Source: an optimization exercise on an open RTL-to-GDS flow (aim: small area, a short achievable clock period and few clock cycles per item). Production flows keep margins and buffers that such runs may drop. Only simulation tests tie the RTL to the original design; equivalence was not proved.

the baseline:
## jacobi_unit
module jacobi_unit #(
    parameter integer W = 128,
    parameter integer K = 4       
) (
    input  wire         clk,
    input  wire         rst,      
    input  wire         start,
    input  wire [W-1:0] a,
    input  wire [W-1:0] n,
    output reg          ready,
    output reg          done,
    output reg          fault,
    output reg  [1:0]   j
);
==> module jacobi_unit, before the edit <==
module jacobi_unit #(
    parameter integer W = 128,
    parameter integer K = 4       
) (
    input  wire         clk,
    input  wire         rst,      
    input  wire         start,
    input  wire [W-1:0] a,
    input  wire [W-1:0] n,
    output reg          ready,
    output reg          done,
    output reg          fault,
    output reg  [1:0]   j
);
    reg         run;      
    reg [W:0]   x_q;      
    reg [W-1:0] n_q;
    reg         neg_q;    
    wire accept = ready && start;
    wire x_zero = (x_q == {(W+1){1'b0}});
    wire x_one = (x_q == {{W{1'b0}}, 1'b1});
    wire fin   = x_zero || x_one;
    wire         odd = x_q[0];
    wire [W:0]   d;
    wire         dneg;
    jacobi_sub #(.N(W + 1)) u_sub (
        .x(x_q), .y({1'b0, n_q & {W{odd}}}), .d(d), .neg(dneg)
    );
    reg  [2:0]   s;
    integer i;
    always @* begin
        s = K;
        for (i = K; i >= 1; i = i - 1)
            if (d[i]) s = i;
    end
    wire         big = (d[K:1] == {K{1'b0}});
    wire         inv = dneg && !big;
    wire [W+K:0] dx = {{K{dneg}}, d} >> s;     
    wire [W:0]   ds = dx[W:0];
    wire [W:0]   v  = {ds[W:1] ^ {W{inv}}, ds[0] | inv};
    wire         swap = odd && dneg;
    wire [2:0]   m8    = swap ? x_q[2:0] : n_q[2:0];
    wire         m8_35 = (m8 == 3'd3) || (m8 == 3'd5);
    wire         recip = (x_q[1:0] == 2'd3) && (n_q[1:0] == 2'd3);
    wire         flip  = (swap && recip) ^ (s[0] && m8_35);
    wire         bad_in  = !n[0] || (n[W-1:1] == {(W-1){1'b0}});
    wire         a_hi0   = (a[W-1:1] == {(W-1){1'b0}});
    wire         fin_in  = bad_in || a_hi0;        
    always @(posedge clk) begin
        x_q   <= accept ? {1'b0, a} : v;
        neg_q <= accept ? 1'b0 : (neg_q ^ flip);
    end
    always @(posedge clk) begin
        if (rst) begin
            run   <= 1'b0;
            ready <= 1'b1;
            done  <= 1'b0;
            fault <= 1'b0;
            j     <= 2'b00;
        end else begin
            done <= 1'b0;
            if (accept) begin
                n_q   <= n;
                run   <= !fin_in;
                ready <= fin_in;
                if (fin_in) begin
                    done  <= 1'b1;
                    fault <= bad_in;
                    j     <= (!bad_in && a[0]) ? 2'b01 : 2'b00;
                end
            end else if (run) begin
                if (swap) n_q <= x_q[W-1:0];
                if (fin) begin
                    run   <= 1'b0;
                    ready <= 1'b1;
                    done  <= 1'b1;
                    fault <= 1'b0;
                    j     <= x_one ? (neg_q ? 2'b11 : 2'b01) : 2'b00;
                end
            end
        end
    end
endmodule
clock: 10.0 ns
lec_check: 0
cap_margin: 20
core_margin: 2
core_utilization: 60
setup_slack_margin: 5
slew_margin: 20
run.sh (not shown) runs the stock make flow with config.mk's settings and CLKGATE_MAP_FILE= SYNTH_SCRIPT=/design/flow/synth_recipe.tcl, a recipe that flattens the netlist after the stock synthesis.
Testbench counts of the baseline, summed over its fixed seeds: cycles 98,671, items 1,024.
What the candidate does differently from the baseline at the input level:
==> flow/design.v, changed modules only <==
module jacobi_unit #(
    parameter integer W = 128,
    parameter integer K = 5       
) (
    input  wire         clk,
    input  wire         rst,      
    input  wire         start,
    input  wire [W-1:0] a,
    input  wire [W-1:0] n,
    output wire         ready,
    output reg          done,
    output reg          fault,
    output reg  [1:0]   j
);
    reg         run;      
    reg         bad_q;    
    reg [W:0]   x_q;      
    reg [W-1:0] n_q;
    reg         neg_q;    
    wire x_zero = (x_q == {(W+1){1'b0}});
    wire x_one  = (x_q == {{W{1'b0}}, 1'b1});
    wire fin    = bad_q || x_zero || x_one;
    assign ready = !run || fin;
    wire accept = ready && start;
    wire         odd = x_q[0];
    wire [W:0]   d;
    wire         dneg;
    jacobi_sub #(.N(W + 1)) u_sub (
        .x(x_q), .y({1'b0, n_q & {W{odd}}}), .d(d), .neg(dneg)
    );
    reg  [2:0]   s;
    integer i;
    always @* begin
        s = K;
        for (i = K; i >= 1; i = i - 1)
            if (d[i]) s = i;
    end
    wire         big = (d[K:1] == {K{1'b0}});
    wire         inv = dneg && !big;
    wire [W+K:0] dx = {{K{dneg}}, d} >> s;     
    wire [W:0]   ds = dx[W:0];
    wire [W:0]   v  = {ds[W:1] ^ {W{inv}}, ds[0] | inv};
    wire         swap = odd && dneg;
    wire [2:0]   m8    = swap ? x_q[2:0] : n_q[2:0];
    wire         m8_35 = (m8 == 3'd3) || (m8 == 3'd5);
    wire         recip = (x_q[1:0] == 2'd3) && (n_q[1:0] == 2'd3);
    wire         flip  = (swap && recip) ^ (s[0] && m8_35);
    wire         bad_in = !n[0] || (n[W-1:1] == {(W-1){1'b0}});
    always @(posedge clk) begin
        x_q   <= accept ? {1'b0, a} : v;
        neg_q <= accept ? 1'b0 : (neg_q ^ flip);
    end
    always @(posedge clk) begin
        if (rst) begin
            run   <= 1'b0;
            done  <= 1'b0;
            fault <= 1'b0;
            j     <= 2'b00;
        end else begin
            done <= run && fin;
            if (run && fin) begin
                fault <= bad_q;
                j     <= (!bad_q && x_one) ? (neg_q ? 2'b11 : 2'b01) : 2'b00;
            end
            if (accept) begin
                run   <= 1'b1;
                bad_q <= bad_in;
                n_q   <= n;
            end else if (run && fin) begin
                run   <= 1'b0;
            end else if (run && swap) begin
                n_q   <= x_q[W-1:0];
            end
        end
    end
endmodule
==> comparison <==
Diff the baseline -> the candidate: final design area excluding fillers up 0.0012 mm^2; clock latency at the later pin of the worst-skew pair up 20 ps; global-route usage down 3.4 points; synthesized area down 310 um^2. In the candidate, the growth of design area from synthesis to finish came out 7.6 points above the value in the baseline.
Testbench counts of the candidate, summed over its fixed seeds: cycles 94,553, items 1,024.

==> port drivers added, routing unchanged <==
In the flow no input, the clock included, has a driving cell. The finished layouts below were timed again as built, in two steps. Step 1 assumes that a clkbuf_16 drives the clock port and a buf_2 every other input. Step 2 also shifts input and output timing later by t, the mid clock arrival at the registers, as if the neighbouring blocks saw the same clock. Slacks: no drivers / after step 1 / after step 2; pairs: no drivers / after step 1.
run	t (ns)	setup WS [ns]	hold slack, ns	clock arrival spread, ns
the baseline	0.641	4.965 / 4.965 / 4.507	0.472 / 0.472 / 0.472	0.014 / 0.014
the candidate	0.656	4.706 / 4.706 / 4.706	0.504 / 0.504 / 0.504	0.028 / 0.028
After both steps every run listed still meets setup and hold. For the baseline, which loses most, drivers alone change the setup slack by 0.000 ns; drivers and shift together by -0.458 ns.
